Source: an optimization exercise on an open RTL-to-GDS flow (aim: small area). Production flows keep margins and buffers that such runs may drop.
Where RTL was checked, it was by simulation tests only, not by an equivalence proof against the original.
Only the layout flow was run in run 1; the RTL was not checked for function there.

`flow/constraint.sdc`:
```
create_clock -name core_clock -period 12.0 [get_ports {clk}]
set_input_delay 2.4000 -clock core_clock [delete_from_list [all_inputs] [get_ports {clk}]]
set_output_delay 2.4000 -clock core_clock [all_outputs]
set_load 0.01 [all_outputs]
```
`flow/config.mk`:
```
export PLATFORM = sky130hd
export DESIGN_NAME = cdb_core
export DESIGN_NICKNAME = cdb_core
export VERILOG_FILES = /design/flow/design.v
export SDC_FILE = /design/flow/constraint.sdc
export NUM_CORES = 4
export LEC_CHECK = 0
export ABC_AREA = 1
export CAP_MARGIN = 20
export CORE_MARGIN = 2
export CORE_UTILIZATION = 60
export CTS_BUF_LIST = sky130_fd_sc_hd__clkbuf_4 sky130_fd_sc_hd__clkbuf_8
export PLACE_DENSITY = 0.7
export SLEW_MARGIN = 20
```
`flow/design.v`:
```
module cdb_core (
    input  wire        clk,
    input  wire        rst,           
    output reg         mem_req,
    output reg         mem_we,
    output reg  [15:0] mem_addr,
    output reg  [7:0]  mem_wdata,
    input  wire        mem_ready,
    input  wire [7:0]  mem_rdata,
    output reg         out_valid,     
    output reg  [7:0]  out_data,
    output reg         done,          
    output reg         terminated,    
    output reg  [2:0]  fault_cause,   
    output reg  [15:0] fault_pc,      
    output reg  [16:0] fault_info,
    input  wire [5:0]  rr_id,         
    output reg  [15:0] rr_data
);
    localparam [4:0] S_CLR   = 5'd0,    
                     S_FETCH = 5'd1,
                     S_RA    = 5'd2,    
                     S_RB    = 5'd3,    
                     S_EX    = 5'd4,
                     S_ITP   = 5'd5,    
                     S_IT    = 5'd6,    
                     S_ITF   = 5'd7,
                     S_MM    = 5'd8,    
                     S_CMP   = 5'd9,
                     S_JMP   = 5'd10,
                     S_WPREP = 5'd11,   
                     S_MB    = 5'd12,   
                     S_ROT   = 5'd13,   
                     S_PSP   = 5'd14,   
                     S_POP2  = 5'd15,   
                     S_POP3  = 5'd16,   
                     S_RD1   = 5'd17,   
                     S_RD2   = 5'd18,   
                     S_RD2B  = 5'd19,   
                     S_RD2C  = 5'd20,   
                     S_RD3   = 5'd21,   
                     S_RD4   = 5'd22,   
                     S_SW2   = 5'd23,   
                     S_WB    = 5'd24,   
                     S_STOP  = 5'd25,
                     S_FOOB  = 5'd26,   
                     S_RD2A  = 5'd27,
                     S_RD4A  = 5'd28;
    localparam [2:0] F_OOB = 3'd1, F_ARITH = 3'd2, F_INVREG = 3'd3, F_ILLEGAL = 3'd4;
    reg [4:0]  state;
    reg [3:0]  c;             
    reg [15:0] ring [0:14];
    reg [15:0] pc;            
    reg [2:0]  bidx;          
    reg [7:0]  op;
    reg [15:0] xa, xb, t;
    reg [3:0]  cnt;
    reg        flag;          
    reg        ph;            
    reg        bsel;          
    reg        rt;            
    reg        fi16;          
    wire two    = (op <= 8'h4F) || (op[7:2] == 6'b011000);
    wire one    = (op[7:4] == 4'h5);
    wire a_reg  = two ? op[1] : (one & op[0]);
    wire b_reg  = two & op[0];
    wire [2:0] len = two ? (3'd5 - {2'b00, op[1]} - {2'b00, op[0]}) :
                     one ? (op[0] ? 3'd2 : 3'd3) : 3'd1;
    wire is_bin  = (op <= 8'h37);
    wire is_cmp  = (op >= 8'h38) && (op <= 8'h4F);
    wire is_un   = (op >= 8'h50) && (op <= 8'h55);
    wire is_push = (op[7:1] == 7'h2B);
    wire is_jmp  = (op >= 8'h58) && (op <= 8'h5D);
    wire is_wr   = (op[7:1] == 7'h2F);
    wire is_mset = (op[7:2] == 6'h18);
    wire is_swap = (op == 8'h64);
    wire is_pop  = (op == 8'h65);
    wire is_peek = (op == 8'h66);
    wire is_flush= (op == 8'h67);
    wire is_read = (op == 8'h68);
    wire is_term = (op == 8'h6A);
    wire [3:0] bk = op[5:2];
    wire is_mul  = is_bin && bk == 4'd8;
    wire is_div  = is_bin && bk == 4'd10;
    wire is_mod  = is_bin && bk == 4'd11;
    wire is_lsh  = is_bin && bk == 4'd4;
    wire is_rsh  = is_bin && bk == 4'd5;
    wire is_mm   = is_bin && (bk == 4'd12 || bk == 4'd13);
    wire is_logic= is_bin && (bk[3:2] == 2'b00);
    wire [2:0] ck = op[5:2] - 3'd6;      
    wire [1:0] uk = op[2:1];             
    wire [1:0] jk = op[2:1] - 2'd0;      
    wire [16:0] pcb = {1'b0, pc} + {14'd0, bidx};
    wire        oob = pcb[16];
    wire        fetch_inp = (pcb[15:1] == 15'h7778);
    wire        xb_inp    = (xb[15:1] == 15'h7778);
    reg  [5:0]  id;           
    reg         raw;          
    wire [3:0]  wi = (id[5:4] == 2'b00) ? id[3:0] : (id[4:1] - 4'd3);
    wire [4:0]  dpos = {1'b0, wi} - {1'b0, c};
    wire [3:0]  pos  = dpos[4] ? (dpos[3:0] + 4'd15) : dpos[3:0];
    reg  [15:0] W;
    integer k;
    always @* begin
        W = (wi == 4'd0) ? pcb[15:0] : 16'h0000;
        for (k = 0; k < 15; k = k + 1)
            W = W | (ring[k] & {16{(wi != 4'd0) && (pos == k)}});
    end
    wire        bmode = (id[5:4] != 2'b00) && !raw;
    wire [15:0] V    = bmode ? {8'h00, id[0] ? W[15:8] : W[7:0]} : W;
    wire        at_head = (pos == 4'd0);
    reg  [1:0]  psel;         
    reg  [15:0] KP;
    reg         qk;           
    reg  [15:0] K;
    reg         sub, cin, lsel;
    reg  [1:0]  lfn;          
    reg         shin;
    wire [15:0] tsh = {t[14:0], shin};
    wire [15:0] P = (psel == 2'd0) ? xa : (psel == 2'd2) ? tsh : KP;
    wire [15:0] Q = qk ? K : xb;
    wire [15:0] Qx = Q ^ {16{sub}};
    wire [15:0] pp = P ^ Qx;
    wire [15:0] gg = P & Qx;
    wire [16:0] cy;
    assign cy[0] = cin;
    genvar gi;
    generate for (gi = 0; gi < 16; gi = gi + 1) begin : g_add
        assign cy[gi+1] = gg[gi] | (pp[gi] & cy[gi]);
    end endgenerate
    wire [16:0] S  = {cy[16], pp ^ cy[15:0]};
    wire        co = S[16];
    wire        l_p = lfn[1] | lfn[0];
    wire        l_g = !lfn[1];
    wire [15:0] L  = (pp & {16{l_p}}) | (gg & {16{l_g}});
    wire [15:0] Z   = lsel ? L : S[15:0];
    wire        zz  = (S[15:0] == 16'h0000);
    wire c_lt = !co, c_eq = zz;
    reg  cmp_res;
    always @* begin
        case (ck)
            3'd0: cmp_res = !c_lt && !c_eq;
            3'd1: cmp_res = c_lt;
            3'd2: cmp_res = !c_lt;
            3'd3: cmp_res = c_lt || c_eq;
            3'd4: cmp_res = c_eq;
            default: cmp_res = !c_eq;
        endcase
    end
    wire big   = |xb[15:4];
    wire sh_lt = (cnt < xb[3:0]);
    wire div_ge = t[15] | co;
    wire is_div_or_mod_q = (is_div || is_mod) && div_ge;
    wire it_en = is_lsh ? (big | sh_lt) : is_rsh ? (!big & !sh_lt) : 1'b1;
    wire push_bad = (|xb[15:12]) | (&xb[11:0]);
    wire pop_bad  = (xb[15:1] == 15'd0) | (|xb[15:13]) | (xb[12] & (|xb[11:0]));
    wire mb_rd    = is_pop | is_peek | (is_read & !ph);
    wire mb_inp   = !mb_rd & xb_inp;
    wire mb_need  = !mb_rd & (bsel ^ (mb_inp & xb[0]));
    wire mb_last  = bsel | (is_mset & flag);
    reg [5:0] wb_id;
    always @* begin
        if (is_un) wb_id = a_reg ? xb[5:0] : 6'd2;
        else if (is_cmp) wb_id = 6'd4;
        else if (is_push | is_flush) wb_id = 6'd1;
        else if (is_swap) wb_id = ph ? 6'd3 : 6'd2;
        else if (is_pop | is_peek) wb_id = (ph | is_peek) ? 6'd2 : 6'd1;
        else if (is_read) wb_id = ph ? 6'd16 : 6'd2;
        else wb_id = 6'd2;
    end
    wire [7:0] fb = (state == S_FETCH && fetch_inp) ? V[7:0] : mem_rdata;
    wire [2:0] fpos = (bidx == 3'd1) ? 3'd1 : (a_reg ? bidx + 3'd1 : bidx);
    wire       regbyte = ((bidx == 3'd1) && a_reg) || (b_reg && fpos == 3'd3);
    wire       fgo = !oob && (fetch_inp || mem_ready);
    reg wr_en, wr_lo, wr_hi;
    always @* begin
        id   = 6'd0;
        raw  = 1'b0;
        psel = 2'd1;
        KP   = 16'h0000;
        qk   = 1'b1;
        K    = 16'h0000;
        sub  = 1'b0;
        cin  = 1'b0;
        lsel = 1'b0;
        lfn  = 2'd0;
        shin = 1'b0;
        wr_en = 1'b0;
        mem_req = 1'b0;
        mem_we  = 1'b0;
        mem_addr = xb;
        mem_wdata = t[7:0];
        out_valid = 1'b0;
        out_data  = xa[7:0];
        case (state)
            S_CLR: begin
                wr_en = (cnt != 4'd0);
            end
            S_FETCH: begin
                id = {5'b01000, pcb[0]};
                mem_addr = pcb[15:0];
                mem_req = (bidx != len || bidx == 3'd0) && !oob && !fetch_inp;
            end
            S_RA: begin
                id  = a_reg ? xa[5:0] : 6'd2;
                raw = is_un;
            end
            S_RB: begin
                id = b_reg ? xb[5:0] : is_swap ? 6'd3 : is_jmp ? 6'd4 : 6'd1;
            end
            S_EX: begin
                if (is_bin || is_cmp) begin
                    psel = 2'd0; qk = 1'b0;
                    if (is_logic) begin
                        lsel = 1'b1; lfn = bk[1:0]; sub = (bk[1:0] == 2'd2);
                    end else if (bk == 4'd6) begin
                    end else if (is_div || is_mod) begin
                        psel = 2'd1;           
                    end else begin
                        sub = 1'b1; cin = 1'b1;
                    end
                end else if (is_un) begin
                    psel = 2'd0;
                    if (uk == 2'd0) begin
                        lsel = 1'b1; lfn = 2'd3; K = 16'hFFFF;
                    end else begin
                        K = (a_reg && (xb[5:4] != 2'b00) && xb[0]) ? 16'h0100 : 16'h0001;
                        if (uk == 2'd2) begin sub = 1'b1; cin = 1'b1; end
                    end
                end else if (is_push) begin
                    KP = 16'hF000; qk = 1'b0;
                end else if (is_pop || is_peek) begin
                    KP = 16'hEFFE; qk = 1'b0;
                end else if (is_jmp) begin
                    qk = 1'b0;
                end else if (is_mset) begin
                    qk = 1'b0; cin = 1'b1;     
                end else if (is_swap) begin
                    qk = 1'b0;                 
                end else if (is_read) begin
                    K = 16'hEEF2;
                end
                out_valid = is_wr && (xa[15:7] == 9'd0);
            end
            S_ITP: ;
            S_IT: begin
                psel = 2'd2;
                shin = is_mul ? 1'b0 : xa[15];
                if (is_mul) begin
                    qk = !xa[15];
                end else begin
                    qk = 1'b0; sub = 1'b1; cin = 1'b1;
                end
            end
            S_ITF: begin
                psel = 2'd0;
            end
            S_MM: begin
                psel = flag ? 2'd0 : 2'd1;
                qk = flag;
            end
            S_CMP: begin
                K = {15'd0, flag};
            end
            S_JMP: begin
                psel = 2'd0;
            end
            S_WPREP: begin
                psel = 2'd0;
            end
            S_MB: begin
                id = {5'b01000, xb[0]};
                qk = 1'b0; cin = 1'b1;         
                if (!(mb_need != rt)) begin
                    if (mb_inp) begin
                        wr_en = 1'b1;
                    end else begin
                        mem_req = 1'b1;
                        mem_we  = !mb_rd;
                    end
                end
            end
            S_ROT: begin
                psel = 2'd2; shin = t[15];
            end
            S_PSP: begin
                KP = 16'h1001; qk = 1'b0;    
            end
            S_POP2: begin
                KP = 16'h0FFF; qk = 1'b0;    
            end
            S_POP3: begin
                psel = 2'd0;
            end
            S_RD1: begin
                psel = 2'd0; K = 16'hFFFF;
            end
            S_RD2: begin
                id = 6'd16;
            end
            S_RD2A: begin
                KP = 16'hEF00; qk = 1'b0;
            end
            S_RD2B: begin
                mem_req = 1'b1;
            end
            S_RD2C: begin
                K = 16'hEEF2;
            end
            S_RD3: begin
                psel = 2'd0; K = 16'h00FF; lsel = 1'b1; lfn = 2'd0;
            end
            S_RD4: begin
                id = 6'd16;
            end
            S_RD4A: begin
                qk = 1'b0; cin = 1'b1;
            end
            S_SW2: begin
                psel = 2'd0;
            end
            S_WB: begin
                id = wb_id;
                wr_en = 1'b1;
            end
            S_FOOB: ;
            default: begin  
                id = rr_id;
            end
        endcase
        wr_lo = (state == S_CLR) || !(id[5:4] != 2'b00 && id[0]);
        wr_hi = (state == S_CLR) || !(id[5:4] != 2'b00 && !id[0]);
        done        = (state == S_STOP);
        terminated  = done && (fault_cause == 3'd0);
        fault_pc    = pc;
        fault_info  = (fault_cause == F_OOB) ? {fi16, xb} : {9'd0, op};
        rr_data     = (rr_id <= 6'd37) ? V : 16'h0000;
    end
    wire head_wr = wr_en && (state == S_CLR || at_head);
    wire [15:0] head_in = {(head_wr && wr_hi) ? t[15:8] : ring[0][15:8],
                           (head_wr && wr_lo) ? t[7:0]  : ring[0][7:0]};
    integer i;
    always @(posedge clk) begin
        for (i = 0; i < 14; i = i + 1)
            ring[i] <= ring[i+1];
        ring[14] <= head_in;
    end
    task retire;
        begin
            pc    <= pcb[15:0];
            bidx  <= 3'd0;
            state <= S_FETCH;
        end
    endtask
    task fault;
        input [2:0] cause;
        begin
            state       <= S_STOP;
            fault_cause <= cause;
            bidx        <= 3'd0;
        end
    endtask
    always @(posedge clk) begin
        c <= (c == 4'd15) ? 4'd1 : c + 4'd1;
        if (rst) begin
            state       <= S_CLR;
            cnt         <= 4'd0;
            c           <= 4'd1;
            fault_cause <= 3'd0;
        end else begin
            case (state)
                S_CLR: begin
                    t   <= Z;
                    cnt <= cnt + 4'd1;
                    if (cnt == 4'd15) begin
                        pc    <= Z;
                        bidx  <= 3'd0;
                        state <= S_FETCH;
                    end
                end
                S_FETCH: begin
                    if (bidx != 3'd0 && bidx == len) begin
                        state <= S_RA;
                    end else if (oob) begin
                        state <= S_FOOB;
                    end else if (fgo) begin
                        if (bidx == 3'd0) begin
                            op <= fb;
                            if (fb > 8'h6A || fb[7:2] == 6'b001001)
                                fault(F_ILLEGAL);
                            else
                                bidx <= 3'd1;
                        end else if (regbyte && fb > 8'd37) begin
                            op <= fb;
                            fault(F_INVREG);
                        end else begin
                            case (fpos)
                                3'd1: begin xa[7:0] <= fb; xb[7:0] <= fb; end
                                3'd2: xa[15:8] <= fb;
                                3'd3: xb[7:0] <= fb;
                                default: xb[15:8] <= fb;
                            endcase
                            bidx <= bidx + 3'd1;
                        end
                    end
                end
                S_RA: begin
                    if (a_reg || is_swap) xa <= V;
                    flag  <= a_reg && (xa[5:4] != 2'b00);
                    state <= S_RB;
                end
                S_RB: begin
                    if (b_reg || is_swap || is_jmp || is_push || is_pop || is_peek) xb <= V;
                    state <= S_EX;
                end
                S_EX: begin
                    ph <= 1'b0;
                    rt <= 1'b0;
                    if (is_bin) begin
                        if (is_mul || is_lsh || is_rsh) begin
                            state <= S_ITP;
                        end else if (is_div || is_mod) begin
                            if (zz) fault(F_ARITH);
                            else state <= S_ITP;
                        end else if (is_mm) begin
                            flag  <= (bk[0] ? !c_lt : (c_lt || c_eq));
                            state <= S_MM;
                        end else begin
                            t     <= Z;
                            state <= S_WB;
                        end
                    end else if (is_cmp) begin
                        flag  <= cmp_res;
                        state <= S_CMP;
                    end else if (is_un) begin
                        if (a_reg && xb[5:0] == 6'd0) begin
                            pc    <= Z;
                            bidx  <= 3'd0;
                            state <= S_FETCH;
                        end else begin
                            t     <= Z;
                            state <= S_WB;
                        end
                    end else if (is_push || is_pop || is_peek) begin
                        xb   <= Z;
                        fi16 <= co;
                        bsel <= 1'b0;
                        if (is_push ? push_bad : pop_bad)
                            fault(F_OOB);
                        else
                            state <= is_push ? S_WPREP : S_MB;
                    end else if (is_jmp) begin
                        flag  <= (jk == 2'd0) || (jk == 2'd1 && !zz) || (jk == 2'd2 && zz);
                        state <= S_JMP;
                    end else if (is_wr) begin
                        retire;
                    end else if (is_mset) begin
                        if (!flag && zz) begin
                            fi16 <= 1'b0;
                            fault(F_OOB);
                        end else begin
                            state <= S_WPREP;
                        end
                    end else if (is_swap) begin
                        t     <= Z;
                        state <= S_WB;
                    end else if (is_flush) begin
                        t     <= Z;
                        state <= S_WB;
                    end else if (is_read) begin
                        xb    <= Z;
                        bsel  <= 1'b0;
                        state <= S_MB;
                    end else if (is_term) begin
                        pc         <= pcb[15:0];
                        bidx       <= 3'd0;
                        state      <= S_STOP;
                    end else begin
                        retire;                
                    end
                end
                S_ITP: begin
                    t     <= Z;
                    cnt   <= 4'd0;
                    state <= S_IT;
                end
                S_IT: begin
                    cnt <= cnt + 4'd1;
                    if (it_en) begin
                        xa <= {xa[14:0], is_div_or_mod_q};
                        t  <= (is_mul || ((is_div || is_mod) && div_ge)) ? Z : tsh;
                    end
                    if (cnt == 4'd15) state <= S_ITF;
                end
                S_ITF: begin
                    if (is_div || is_lsh) t <= Z;
                    state <= S_WB;
                end
                S_MM, S_CMP: begin
                    t     <= Z;
                    state <= S_WB;
                end
                S_JMP: begin
                    if (flag) begin
                        pc    <= Z;
                        bidx  <= 3'd0;
                        state <= S_FETCH;
                    end else begin
                        retire;
                    end
                end
                S_WPREP: begin
                    t     <= Z;
                    rt    <= 1'b0;
                    bsel  <= 1'b0;
                    state <= S_MB;
                end
                S_MB: begin
                    if (mb_need != rt) begin
                        cnt   <= 4'd0;
                        state <= S_ROT;
                    end else if (mb_inp ? at_head : mem_ready) begin
                        if (mb_rd) begin
                            if (bsel) xa[15:8] <= mem_rdata;
                            else      xa[7:0]  <= mem_rdata;
                        end
                        if (mb_last) begin
                            if (is_push)                state <= S_PSP;
                            else if (is_pop || is_peek) state <= S_POP2;
                            else if (is_read)           state <= ph ? S_RD3 : S_RD1;
                            else                        retire;
                        end else begin
                            bsel <= 1'b1;
                            xb   <= Z;
                        end
                    end
                end
                S_ROT: begin
                    t   <= tsh;
                    cnt <= cnt + 4'd1;
                    if (cnt == 4'd7) begin
                        rt    <= !rt;
                        state <= S_MB;
                    end
                end
                S_PSP: begin
                    t     <= Z;
                    state <= S_WB;
                end
                S_POP2: begin
                    t     <= Z;
                    state <= is_pop ? S_WB : S_POP3;
                end
                S_POP3: begin
                    t     <= Z;
                    ph    <= 1'b1;
                    state <= S_WB;
                end
                S_RD1: begin
                    t <= Z;                    
                    if (!co) retire;           
                    else state <= S_RD2;
                end
                S_RD2: begin
                    xb    <= V;
                    state <= S_RD2A;
                end
                S_RD2A: begin
                    xb    <= Z;
                    state <= S_RD2B;
                end
                S_RD2B: begin
                    if (mem_ready) begin
                        xa[7:0] <= mem_rdata;
                        state   <= S_RD2C;
                    end
                end
                S_RD2C: begin
                    xb    <= Z;
                    ph    <= 1'b1;
                    rt    <= 1'b0;
                    bsel  <= 1'b0;
                    state <= S_MB;
                end
                S_RD3: begin
                    t     <= Z;
                    ph    <= 1'b0;
                    state <= S_WB;
                end
                S_RD4: begin
                    xb    <= V;
                    state <= S_RD4A;
                end
                S_RD4A: begin
                    t     <= Z;
                    ph    <= 1'b1;
                    state <= S_WB;
                end
                S_SW2: begin
                    t     <= Z;
                    ph    <= 1'b1;
                    state <= S_WB;
                end
                S_WB: begin
                    if (at_head) begin
                        if (is_swap && !ph)                   state <= S_SW2;
                        else if (is_pop && !ph)               state <= S_POP3;
                        else if (is_read && !ph)              state <= S_RD4;
                        else                                  retire;
                    end
                end
                S_FOOB: begin
                    xb   <= V;             
                    fi16 <= 1'b1;
                    fault(F_OOB);
                end
                default: ;  
            endcase
        end
    end
endmodule
```
`flow/run.sh`:
```
#!/bin/bash
# synth_recipe.tcl (not shown) runs the flow's synth.tcl, then flattens the netlist and writes it again
# the make line also repeats each setting of config.mk as NAME=value (left out here)
make -C /OpenROAD-flow-scripts/flow DESIGN_CONFIG=/design/flow/config.mk WORK_HOME=/design/flow/orfs CLKGATE_MAP_FILE= SYNTH_SCRIPT=/design/flow/synth_recipe.tcl finish
```
==> insert_results.sql, run 1 <==
INSERT INTO impl_metrics (metric_group, metric, value, unit) VALUES
('synth', 'syn-cell-area', '19200', 'um2'),
('grt', 'first_global_vias', '21500', ''),
('setup_path', 'path_common_cell', 'sky130_fd_sc_hd__fa_1', ''),
('synth', 'synth_edf_count', '80', ''),
('grt', 'overflow', '0', ''),
('floorplanning', 'io_pins', '106', ''),
('setup_path', 'worst_path_largest_cell_delay', '520', 'ps'),
('floorplanning', 'initial_standard_cell_utilization_of_the_core', '60.9', '%'),
('clocking', 'cts.sink_count', '336', ''),
('synth', 'synth_top_area_share', '26.7', '%'),
('setup_path', 'critical_path_required', '12560', 'ps'),
('finish', 'post_route_cells_drive_above_1_share', '10.5', '%'),
('clocking', 'clk_path_buf_depth', '3', ''),
('synth', 'syn_warnings', '2', ''),
('run_status', 'outcome', 'timing/DRC/antenna clean', ''),
('setup_path', 'worst-setup-path-type', 'reg2reg', ''),
('timing', 'total_of_endpoints_with_negative_setup_slack_in_the_final_report', '0', ''),
('synth', 'most_common_cell_in_the_netlist', 'sky130_fd_sc_hd__nand2_1', ''),
('timing', 'final.setup_skew', '51.9', 'ps'),
('timing', 'upper_clock_frequency_limit', '86.8', 'MHz'),
('place', 'dpl_wire_length', '64.0', 'mm'),
('setup_path', 'worst_setup_path_end_kind', 'register', ''),
('synth', 'synth.top_cells.by_count', 'sky130_fd_sc_hd__nand2_1 (592), sky130_fd_sc_hd__nand3_1 (326), sky130_fd_sc_hd__inv_1 (291)', ''),
('grt', 'grt_start_max_net_pins', '126', ''),
('timing', 'final_critical_delay_including_setup_and_external_delays', '11520', 'ps'),
('detailed_routing', 'postRouteWirelength', '93.7', 'mm'),
('timing', 'worst_slew_margin_rel', '11.1', '%'),
('floorplanning', 'core', '31500', 'um2'),
('synth', 'async_reset_ff_share', '0', '%'),
('clocking', 'tritoncts', 'done', ''),
('setup_path', 'slowest_stage', 'sky130_fd_sc_hd__or4_4', ''),
('run', 'drv.max_cap_violation_count', '0', ''),
('timing', 'timing_hold_violations_final', '0', ''),
('synth', 'synthTopCellsByArea', 'sky130_fd_sc_hd__dfxtp_1 (27%), sky130_fd_sc_hd__edfxtp_1 (13%), sky130_fd_sc_hd__nand2_1 (12%)', ''),
('synth', 'synth.yosys.seq_area_share', '39.3', '%'),
('grt', 'global_route.usage.met1', '62.2', '%'),
('clocking', 'cts_max_level', '2', ''),
('detailed_routing', 'drc', '0', ''),
('synth', 'mappedNetlistNets', '2711', ''),
('synth', 'synth_flop_cell', 'sky130_fd_sc_hd__dfxtp_1', ''),
('timing', 'slew_violations', '0', ''),
('grt', 'grt_use_met2', '79.7', '%'),
('detailed_routing', 'drt_iter0_markers', '4312', ''),
('hold_path', 'holdCritPathClass', 'reg2reg', ''),
('finish', 'finalCoreUtilization', '70.0', '%'),
('synth', 'post_synthesis_sequential_element_count', '336', ''),
('finish', 'flow.area_growth_from_synthesis', '14.9', '%'),
('finish', 'multi_input_comb_area', '9950', 'um2'),
('detailed_routing', 'vias_per_cell', '7.05', ''),
('clocking', 'cts_root_buf', 'sky130_fd_sc_hd__clkbuf_8', ''),
('detailed_routing', 'routed_wire_length_per_instance', '29.2', 'um'),
('floorplanning', 'die-area', '33400', 'um2'),
('synth', 'synth.distinct_cells', '62', ''),
('detailed_routing', 'routed-via-count', '22700', ''),
('timing', 'tightest_slew', '1320', 'ps'),
('timing', 'fin_crit_sh', '96.0', '%'),
('finish', 'final_net_count', '2845', ''),
('grt', 'grt.total_usage', '54.6', '%'),
('synth', 'synth_largest_area_cell', 'sky130_fd_sc_hd__dfxtp_1', ''),
('clocking', 'clkLatencyLatePin', '660', 'ps'),
('timing', 'timing.setup.tns', '0', 'ps'),
('setup_path', 'startpoint_type_of_the_worst_setup_path', 'register', ''),
('grt', 'top_usage_layer', 'met2', ''),
('detailed_routing', 'detail-route-antenna-nets', '0', ''),
('finish', 'area.sequential', '7530', 'um2'),
('grt', 'wire_length_of_the_first_global_routing_pass', '135', 'mm'),
('grt', 'global_route.usage.met3', '21.2', '%'),
('setup_path', 'worst-endpoint-arrival', '12080', 'ps'),
('floorplanning', 'cell_rows', '65', '');
-- final timing paths --
kind | startpoint | endpoint | slack, ps | depth (start not counted)
setup / recovery | op[4] | state[1] | 480 | 43
hold / removal | ring[8][5] | ring[7][5] | 350 | 0
setup reg to reg | op[4] | state[1] | 480 | 43
hold reg to reg | ring[8][5] | ring[7][5] | 350 | 0
-- kinds of logic (layout without fill, tap and decap cells) --
| logic type | after synthesis | count (layout) | share of synthesized area (%) |
|---|---|---|---|
| AOI/OAI and AO/OA | 419 | 419 | 13.4 |
| xor gates and xnor gates | 35 | 35 | 1.60 |
| adders and majority gates | 60 | 60 | 4.62 |
| buffers and inverters | 427 | 603 | 9.43 |
| DFF | 336 | 336 | 39.3 |
| other | 0 | 3 | 0 |
| and+or+nand+nor | 1357 | 1357 | 31.7 |
-- cell type report --
class	count	share of cell area [%]
clock buffers	81	4.69
well taps	402	2.28
clock inverters	14	0.471
flip-flops and latches	336	34.2
inverters	316	5.41
diodes	3	0.0341
repair buffers	192	7.75
multi-input cells	1871	45.2
-- routing by layer --
layer,vias to the layer above,part of all wire [%]
met4,4,12
met2,2413,40
met3,903,16
met5,-,0.050
li1,9118,-
met1,10200,32
-- cells in the final DEF, fill, tap and decap left out, drive strengths merged, types with 3 or more instances in the layout --
master,count
nor4,18
o22ai,7
o31ai,6
dfxtp,256
clkbuf,81
a22oi,6
a31oi,7
a2111oi,5
or2,8
a32oi,4
inv,318
o21ai,206
nand3,338
a21oi,58
a211oi,4
o211ai,53
nor2,275
and3,3
clkdlybuf4s50,105
nand4,50
buf,87
xnor2,13
xor2,22
diode,3
clkinv,12
a311oi,4
o21bai,8
nor3,48
edfxtp,80
nand2,610
o221ai,9
o21a,6
o2111ai,27
fa,18
ha,42
-- worst max-delay path: cells and delay by family, from the launching register on --
kind,cells,cell delay [ps]
compound gates,8,1440
xor+xnor,1,220
fa+ha+maj,16,6550
buf+inv,6,620
flops,1,500
simple gates,12,2060
-- flip-flops by register name, summed over array words and instances, names as in the netlist --
name / count
xa: 16
pc: 16
cnt: 4
bsel: 1
fi16: 1
state: 5
ph: 1
fault_cause: 3
t: 16
ring: 240
c: 4
rt: 1
flag: 1
bidx: 3
xb: 16
op: 8
-- metrics by stage --
stage / std cells / area, um2 / worst slack, ps / hold slack (ps)
finish: 3215 / 22000 / 479 / 351
global route: 3212 / 22000 / -4.78 / 352
CTS: 3198 / 21800 / 181 / 338
detailed placement: 3103 / 20700 / 269 / 336
global placement: 3103 / 20700 / 355 / 333
floorplan: 2634 / 19200 / 431 / 331
-- what timing repair did --
item	CTS	global route
hold buffers	0	0
setup buffers	0	14
resized for setup	0	17
endpoints found under the setup margin	0	8
==> run 2, diff against run 1 <==
--- a/flow/design.v
+++ b/flow/design.v
@@ -42,10 +42,7 @@
                      S_RD4   = 5'd22,   
                      S_SW2   = 5'd23,   
                      S_WB    = 5'd24,   
-                     S_STOP  = 5'd25,
-                     S_FOOB  = 5'd26,   
-                     S_RD2A  = 5'd27,
-                     S_RD4A  = 5'd28;
+                     S_STOP  = 5'd25;
     localparam [2:0] F_OOB = 3'd1, F_ARITH = 3'd2, F_INVREG = 3'd3, F_ILLEGAL = 3'd4;
     reg [4:0]  state;
     reg [3:0]  c;             
@@ -99,40 +96,30 @@
     wire [3:0]  wi = (id[5:4] == 2'b00) ? id[3:0] : (id[4:1] - 4'd3);
     wire [4:0]  dpos = {1'b0, wi} - {1'b0, c};
     wire [3:0]  pos  = dpos[4] ? (dpos[3:0] + 4'd15) : dpos[3:0];
-    reg  [15:0] W;
-    integer k;
-    always @* begin
-        W = (wi == 4'd0) ? pcb[15:0] : 16'h0000;
-        for (k = 0; k < 15; k = k + 1)
-            W = W | (ring[k] & {16{(wi != 4'd0) && (pos == k)}});
-    end
+    wire [15:0] W    = (wi == 4'd0) ? pcb[15:0] : ring[pos];
     wire        bmode = (id[5:4] != 2'b00) && !raw;
     wire [15:0] V    = bmode ? {8'h00, id[0] ? W[15:8] : W[7:0]} : W;
     wire        at_head = (pos == 4'd0);
     reg  [1:0]  psel;         
-    reg  [15:0] KP;
     reg         qk;           
     reg  [15:0] K;
     reg         sub, cin, lsel;
     reg  [1:0]  lfn;          
     reg         shin;
     wire [15:0] tsh = {t[14:0], shin};
-    wire [15:0] P = (psel == 2'd0) ? xa : (psel == 2'd2) ? tsh : KP;
+    wire [15:0] P = (psel == 2'd0) ? xa : (psel == 2'd1) ? V : (psel == 2'd2) ? tsh : 16'h0000;
     wire [15:0] Q = qk ? K : xb;
-    wire [15:0] Qx = Q ^ {16{sub}};
-    wire [15:0] pp = P ^ Qx;
-    wire [15:0] gg = P & Qx;
-    wire [16:0] cy;
-    assign cy[0] = cin;
-    genvar gi;
-    generate for (gi = 0; gi < 16; gi = gi + 1) begin : g_add
-        assign cy[gi+1] = gg[gi] | (pp[gi] & cy[gi]);
-    end endgenerate
-    wire [16:0] S  = {cy[16], pp ^ cy[15:0]};
+    wire [16:0] S = {1'b0, P} + {1'b0, Q ^ {16{sub}}} + {16'd0, cin};
     wire        co = S[16];
-    wire        l_p = lfn[1] | lfn[0];
-    wire        l_g = !lfn[1];
-    wire [15:0] L  = (pp & {16{l_p}}) | (gg & {16{l_g}});
+    reg  [15:0] L;
+    always @* begin
+        case (lfn)
+            2'd0: L = P & Q;
+            2'd1: L = P | Q;
+            2'd2: L = ~(P ^ Q);
+            default: L = P ^ Q;
+        endcase
+    end
     wire [15:0] Z   = lsel ? L : S[15:0];
     wire        zz  = (S[15:0] == 16'h0000);
     wire c_lt = !co, c_eq = zz;
@@ -152,8 +139,8 @@
     wire div_ge = t[15] | co;
     wire is_div_or_mod_q = (is_div || is_mod) && div_ge;
     wire it_en = is_lsh ? (big | sh_lt) : is_rsh ? (!big & !sh_lt) : 1'b1;
-    wire push_bad = (|xb[15:12]) | (&xb[11:0]);
-    wire pop_bad  = (xb[15:1] == 15'd0) | (|xb[15:13]) | (xb[12] & (|xb[11:0]));
+    wire push_bad = (|V[15:12]) | (&V[11:0]);
+    wire pop_bad  = (V[15:1] == 15'd0) | (|V[15:13]) | (V[12] & (|V[11:0]));
     wire mb_rd    = is_pop | is_peek | (is_read & !ph);
     wire mb_inp   = !mb_rd & xb_inp;
     wire mb_need  = !mb_rd & (bsel ^ (mb_inp & xb[0]));
@@ -176,8 +163,7 @@
     always @* begin
         id   = 6'd0;
         raw  = 1'b0;
-        psel = 2'd1;
-        KP   = 16'h0000;
+        psel = 2'd3;
         qk   = 1'b1;
         K    = 16'h0000;
         sub  = 1'b0;
@@ -197,7 +183,7 @@
                 wr_en = (cnt != 4'd0);
             end
             S_FETCH: begin
-                id = {5'b01000, pcb[0]};
+                id = oob ? 6'd0 : {5'b01000, pcb[0]};
                 mem_addr = pcb[15:0];
                 mem_req = (bidx != len || bidx == 3'd0) && !oob && !fetch_inp;
             end
@@ -206,16 +192,17 @@
                 raw = is_un;
             end
             S_RB: begin
-                id = b_reg ? xb[5:0] : is_swap ? 6'd3 : is_jmp ? 6'd4 : 6'd1;
+                id = b_reg ? xb[5:0] : 6'd3;
             end
             S_EX: begin
+                id = is_jmp ? 6'd4 : 6'd1;
                 if (is_bin || is_cmp) begin
                     psel = 2'd0; qk = 1'b0;
                     if (is_logic) begin
-                        lsel = 1'b1; lfn = bk[1:0]; sub = (bk[1:0] == 2'd2);
+                        lsel = 1'b1; lfn = bk[1:0];
                     end else if (bk == 4'd6) begin
                     end else if (is_div || is_mod) begin
-                        psel = 2'd1;           
+                        psel = 2'd3;           
                     end else begin
                         sub = 1'b1; cin = 1'b1;
                     end
@@ -228,11 +215,11 @@
                         if (uk == 2'd2) begin sub = 1'b1; cin = 1'b1; end
                     end
                 end else if (is_push) begin
-                    KP = 16'hF000; qk = 1'b0;
+                    psel = 2'd1; K = 16'hF000;
                 end else if (is_pop || is_peek) begin
-                    KP = 16'hEFFE; qk = 1'b0;
+                    psel = 2'd1; K = 16'hEFFE;
                 end else if (is_jmp) begin
-                    qk = 1'b0;
+                    psel = 2'd1;
                 end else if (is_mset) begin
                     qk = 1'b0; cin = 1'b1;     
                 end else if (is_swap) begin
@@ -256,7 +243,7 @@
                 psel = 2'd0;
             end
             S_MM: begin
-                psel = flag ? 2'd0 : 2'd1;
+                psel = flag ? 2'd0 : 2'd3;
                 qk = flag;
             end
             S_CMP: begin
@@ -284,10 +271,10 @@
                 psel = 2'd2; shin = t[15];
             end
             S_PSP: begin
-                KP = 16'h1001; qk = 1'b0;    
+                id = 6'd1; psel = 2'd1; K = 16'h0002;
             end
             S_POP2: begin
-                KP = 16'h0FFF; qk = 1'b0;    
+                id = 6'd1; psel = 2'd1; K = 16'h0002; sub = 1'b1; cin = 1'b1;
             end
             S_POP3: begin
                 psel = 2'd0;
@@ -296,10 +283,7 @@
                 psel = 2'd0; K = 16'hFFFF;
             end
             S_RD2: begin
-                id = 6'd16;
-            end
-            S_RD2A: begin
-                KP = 16'hEF00; qk = 1'b0;
+                id = 6'd16; psel = 2'd1; K = 16'hEF00;
             end
             S_RD2B: begin
                 mem_req = 1'b1;
@@ -311,10 +295,7 @@
                 psel = 2'd0; K = 16'h00FF; lsel = 1'b1; lfn = 2'd0;
             end
             S_RD4: begin
-                id = 6'd16;
-            end
-            S_RD4A: begin
-                qk = 1'b0; cin = 1'b1;
+                id = 6'd16; psel = 2'd1; K = 16'h0001;
             end
             S_SW2: begin
                 psel = 2'd0;
@@ -323,7 +304,6 @@
                 id = wb_id;
                 wr_en = 1'b1;
             end
-            S_FOOB: ;
             default: begin  
                 id = rr_id;
             end
@@ -331,7 +311,6 @@
         wr_lo = (state == S_CLR) || !(id[5:4] != 2'b00 && id[0]);
         wr_hi = (state == S_CLR) || !(id[5:4] != 2'b00 && !id[0]);
         done        = (state == S_STOP);
-        terminated  = done && (fault_cause == 3'd0);
         fault_pc    = pc;
         fault_info  = (fault_cause == F_OOB) ? {fi16, xb} : {9'd0, op};
         rr_data     = (rr_id <= 6'd37) ? V : 16'h0000;
@@ -366,6 +345,7 @@
             state       <= S_CLR;
             cnt         <= 4'd0;
             c           <= 4'd1;
+            terminated  <= 1'b0;
             fault_cause <= 3'd0;
         end else begin
             case (state)
@@ -382,7 +362,9 @@
                     if (bidx != 3'd0 && bidx == len) begin
                         state <= S_RA;
                     end else if (oob) begin
-                        state <= S_FOOB;
+                        xb   <= V;             
+                        fi16 <= 1'b1;
+                        fault(F_OOB);
                     end else if (fgo) begin
                         if (bidx == 3'd0) begin
                             op <= fb;
@@ -410,7 +392,7 @@
                     state <= S_RB;
                 end
                 S_RB: begin
-                    if (b_reg || is_swap || is_jmp || is_push || is_pop || is_peek) xb <= V;
+                    if (b_reg || is_swap) xb <= V;
                     state <= S_EX;
                 end
                 S_EX: begin
@@ -474,6 +456,7 @@
                     end else if (is_term) begin
                         pc         <= pcb[15:0];
                         bidx       <= 3'd0;
+                        terminated <= 1'b1;
                         state      <= S_STOP;
                     end else begin
                         retire;                
@@ -562,10 +545,6 @@
                     else state <= S_RD2;
                 end
                 S_RD2: begin
-                    xb    <= V;
-                    state <= S_RD2A;
-                end
-                S_RD2A: begin
                     xb    <= Z;
                     state <= S_RD2B;
                 end
@@ -588,10 +567,6 @@
                     state <= S_WB;
                 end
                 S_RD4: begin
-                    xb    <= V;
-                    state <= S_RD4A;
-                end
-                S_RD4A: begin
                     t     <= Z;
                     ph    <= 1'b1;
                     state <= S_WB;
@@ -609,11 +584,6 @@
                         else                                  retire;
                     end
                 end
-                S_FOOB: begin
-                    xb   <= V;             
-                    fi16 <= 1'b1;
-                    fault(F_OOB);
-                end
                 default: ;  
             endcase
         end
==> flow/config.mk (replaced) <==
export PLATFORM = sky130hd
export DESIGN_NAME = cdb_core
export DESIGN_NICKNAME = cdb_core
export VERILOG_FILES = /design/flow/design.v
export SDC_FILE = /design/flow/constraint.sdc
export NUM_CORES = 4
export LEC_CHECK = 0
export CAP_MARGIN = 40
export CORE_MARGIN = 2
export CORE_UTILIZATION = 30
export PLACE_DENSITY = 0.5
export SLEW_MARGIN = 30
==> run 2 against run 1 <==
Compared with the run above: flip-flop and latch count up 1; setup slack worse by 91 ps; critical path type is now in2reg; synthesized cell count down 3.9%; highest routed layer unchanged; global-route usage down 26 points; still clean on timing, DRC and antenna; area after synthesis up 11%.
==> insert_results.sql, run 2 <==
INSERT INTO impl_metrics (metric_group, metric, value, unit) VALUES
('place', 'gp_routability_congestion', '1.02', ''),
('synth', 'synthesized_netlist_cell_count', '2532', ''),
('finish', 'area.sequential', '7550', 'um2'),
('clocking', 'cts.hold.buffers_added', '0', ''),
('timing', 'total_of_endpoints_with_negative_setup_slack_in_the_final_report', '0', ''),
('setup_path', 'worst-endpoint-arrival', '12040', 'ps'),
('floorplanning', 'horizontal_extent_of_the_die', '270', 'um'),
('timing', 'upper_clock_frequency_limit', '86.1', 'MHz'),
('timing', 'post-route-worst-setup-slack', '388', 'ps'),
('timing', 'worst_slew_margin_rel', '40.4', '%'),
('clocking', 'clk_pin_slew_worst_paths', '60', 'ps'),
('finish', 'flow.area_growth_from_synthesis', '25.6', '%'),
('setup_path', 'worst_path_largest_cell_delay', '610', 'ps'),
('floorplanning', 'io_pins', '106', ''),
('synth', 'synth_flop_cell', 'sky130_fd_sc_hd__dfxtp_1', ''),
('place', 'detailedPlace.worstSlack', '-530', 'ps'),
('timing', 'slew_violations', '0', ''),
('timing', 'fin_crit_sh', '96.8', '%'),
('grt', 'top_usage_layer', 'met2', ''),
('setup_path', 'path_common_cell', 'sky130_fd_sc_hd__buf_4', ''),
('place', 'dpl_wire_length', '85.4', 'mm'),
('grt', 'grt_use_met2', '45.5', '%'),
('detailed_routing', 'detail-route-antenna-nets', '0', ''),
('finish', 'fillers', '7183', ''),
('grt', 'wire_length_of_the_first_global_routing_pass', '157', 'mm'),
('timing', 'timing_hold_violations_final', '0', ''),
('clocking', 'clk_path_buf_depth', '3', ''),
('finish', 'multi_input_comb_area', '12700', 'um2'),
('synth', 'synth_top_area_share', '24.2', '%'),
('finish', 'finalCoreUtilization', '38.1', '%'),
('clocking', 'cts_inserted_buffers', '40', ''),
('timing', 'tightest_slew', '891', 'ps'),
('grt', 'grt.total_usage', '28.9', '%'),
('synth', 'synth_largest_area_cell', 'sky130_fd_sc_hd__dfxtp_1', ''),
('synth', 'synth.distinct_cells', '114', ''),
('finish', 'n_antenna_cell', '0', ''),
('synth', 'most_common_cell_in_the_netlist', 'sky130_fd_sc_hd__dfxtp_1', ''),
('finish', 'final_net_count', '2917', ''),
('clocking', 'cts_root_buf', 'sky130_fd_sc_hd__clkbuf_16', ''),
('setup_path', 'startpoint_type_of_the_worst_setup_path', 'primary input', ''),
('timing', 'final_critical_delay_including_setup_and_external_delays', '11610', 'ps'),
('synth', 'synth_area_per_cell', '8.39', 'um2'),
('synth', 'synth.top_cells.by_count', 'sky130_fd_sc_hd__dfxtp_1 (257), sky130_fd_sc_hd__nand2_1 (245), sky130_fd_sc_hd__nor2_1 (240)', ''),
('detailed_routing', 'postRouteWirelength', '109', 'mm'),
('floorplanning', 'core', '70000', 'um2'),
('synth', 'mappedNetlistNets', '2626', ''),
('clocking', 'tritoncts', 'done', ''),
('setup_path', 'worst_setup_path_end_kind', 'register', ''),
('setup_path', 'timing.critical_path.fanout_max', '8', ''),
('finish', 'registers.top_by_ff_count', 'ring', ''),
('detailed_routing', 'firstDrtPassIters', '7', ''),
('floorplanning', 'die_h', '270', 'um'),
('synth', 'synth_edf_count', '80', ''),
('timing', 'final.setup_skew', '41.4', 'ps'),
('synth', 'synth.yosys.seq_area_share', '35.5', '%'),
('detailed_routing', 'routed-via-count', '22500', ''),
('grt', 'grt_start_max_net_pins', '38', ''),
('clocking', 'clkLatencyLatePin', '590', 'ps'),
('setup_path', 'slowest_stage', 'sky130_fd_sc_hd__fa_2', ''),
('hold_path', 'holdCritPathClass', 'reg2reg', ''),
('clocking', 'cts_max_level', '2', ''),
('finish', 'layout.cells.most_common_list', 'sky130_fd_sc_hd__buf_4 (318), sky130_fd_sc_hd__dfxtp_1 (257), sky130_fd_sc_hd__nand2_1 (245)', ''),
('run_status', 'outcome', 'timing/DRC/antenna clean', ''),
('detailed_routing', 'drc', '0', ''),
('finish', 'layout.cells.most_common', 'sky130_fd_sc_hd__buf_4', ''),
('detailed_routing', 'vias_per_cell', '5.93', ''),
('synth', 'post_synthesis_sequential_element_count', '337', ''),
('setup_path', 'critical_path_required', '12430', 'ps'),
('clocking', 'cts.sink_count', '337', ''),
('setup_path', 'worst-setup-path-type', 'in2reg', ''),
('run', 'drv.max_cap_violation_count', '0', ''),
('grt', 'global_route.usage.met1', '38.4', '%'),
('floorplanning', 'die-area', '73000', 'um2'),
('timing', 'hold_ws', '349', 'ps'),
('grt', 'global_route.usage.met3', '4.32', '%'),
('finish', 'largest_register_ffs', '240', ''),
('synth', 'syn_warnings', '2', ''),
('floorplanning', 'cell_rows', '97', ''),
('grt', 'grt_antenna_before_repair', '2', ''),
('detailed_routing', 'routed_wire_length_per_instance', '28.7', 'um'),
('place', 'placement.io_buffers', '105', ''),
('grt', 'first_global_vias', '21900', ''),
('grt', 'overflow', '0', ''),
('floorplanning', 'initial_standard_cell_utilization_of_the_core', '30.3', '%'),
('finish', 'post_route_cells_drive_above_1_share', '18.4', '%'),
('synth', 'syn-cell-area', '21300', 'um2'),
('synth', 'synthTopCellsByArea', 'sky130_fd_sc_hd__dfxtp_1 (24%), sky130_fd_sc_hd__edfxtp_1 (11%), sky130_fd_sc_hd__a21oi_1 (4.9%)', ''),
('detailed_routing', 'drt_iter0_markers', '2870', ''),
('synth', 'async_reset_ff_share', '0', '%');
[run 2: layout make-up]
| class | instances | share of cell area, % |
|---|---|---|
| Multi-Input combinational cell | 1930 | 47.6 |
| Tap cell | 940 | 4.41 |
| Inverter | 82 | 1.16 |
| Timing Repair Buffer | 432 | 13.4 |
| Clock inverter | 20 | 0.895 |
| Sequential cell | 337 | 28.3 |
| Clock buffer | 53 | 4.27 |
[run 2: per-stage QoR]
step | cell area, um2 | instances | setup TNS [ps]
finish | 26700 | 3794 | 0
global route | 26700 | 3794 | -7.71
CTS | 26500 | 3784 | 0
detailed placement | 25100 | 3711 | -15520
global placement | 25100 | 3705 | -14350
floorplan | 21300 | 2532 | 0
[run 2: cells by family after synthesis]
logic type	Yosys count	synth area share, %
fa+ha+maj	77	4.68
buf+inv	265	5.42
flops	337	35.5
compound gates	848	27.5
xor+xnor	72	2.97
mux	102	5.29
simple gates	831	18.6
[run 2: repair_timing]
action,CTS,global route
setup buffers,0,10
setup endpoints to repair,1,47
pin swaps,1,3
resized for setup,1,30
[run 2: path summary, 6_finish.rpt]
kind	start	end	slack, ps	cells after the start
max	rr_id[0]	fault_cause[0]	390	39
min	ring[1][1]	ring[0][1]	350	0
max reg2reg	state[3]	fault_cause[0]	540	40
min reg2reg	ring[1][1]	ring[0][1]	350	0
[run 2: layer usage]
layer,part of all wire [%],vias up
met2,44,1189
met1,43,11000
met4,5.7,2
met3,7.3,268
li1,-,10000
met5,0.0073,-
[run 2: worst max-delay path: cells and delay by family]
| family | cells | cell delay, ps |
|---|---|---|
| AO/OA/AOI/OAI | 10 | 2230 |
| adder cells (fa/ha/maj) | 3 | 1180 |
| buffers and inverters | 8 | 1730 |
| multiplexers | 4 | 1070 |
| AND/OR/NAND/NOR | 14 | 3420 |

[port drivers added, routing unchanged]
The results above use ideal ports. As a check the final layouts listed here were re-extracted and re-timed, cells and wires unchanged.
Step 1 sets driving cells, clkbuf_16 on the clock port and buf_2 on the other inputs (assumed; they add their load-dependent delay and slew).
Step 2 moves the port delays by t, midway between the first and last clock arrival at a register: inputs arrive t later, outputs are due t later. That takes back most of the time a late clock gives input paths.
a / b / c = ideal ports / drivers / drivers and shift; a / b = the first two.
| run | t (ns) | slack for setup (ns) | worst setup path after step 2 |
|---|---|---|---|
| run 1 | 0.679 | 0.479 / 0.479 / 0.479 | register to register |
| run 2 | 0.639 | 0.388 / 0.417 / -0.222 | input to register |
With both steps, setup timing fails in run 2, where it was met with ideal ports. For run 2, which loses most, drivers alone change the setup slack by +0.029 ns; drivers and shift together by -0.610 ns.
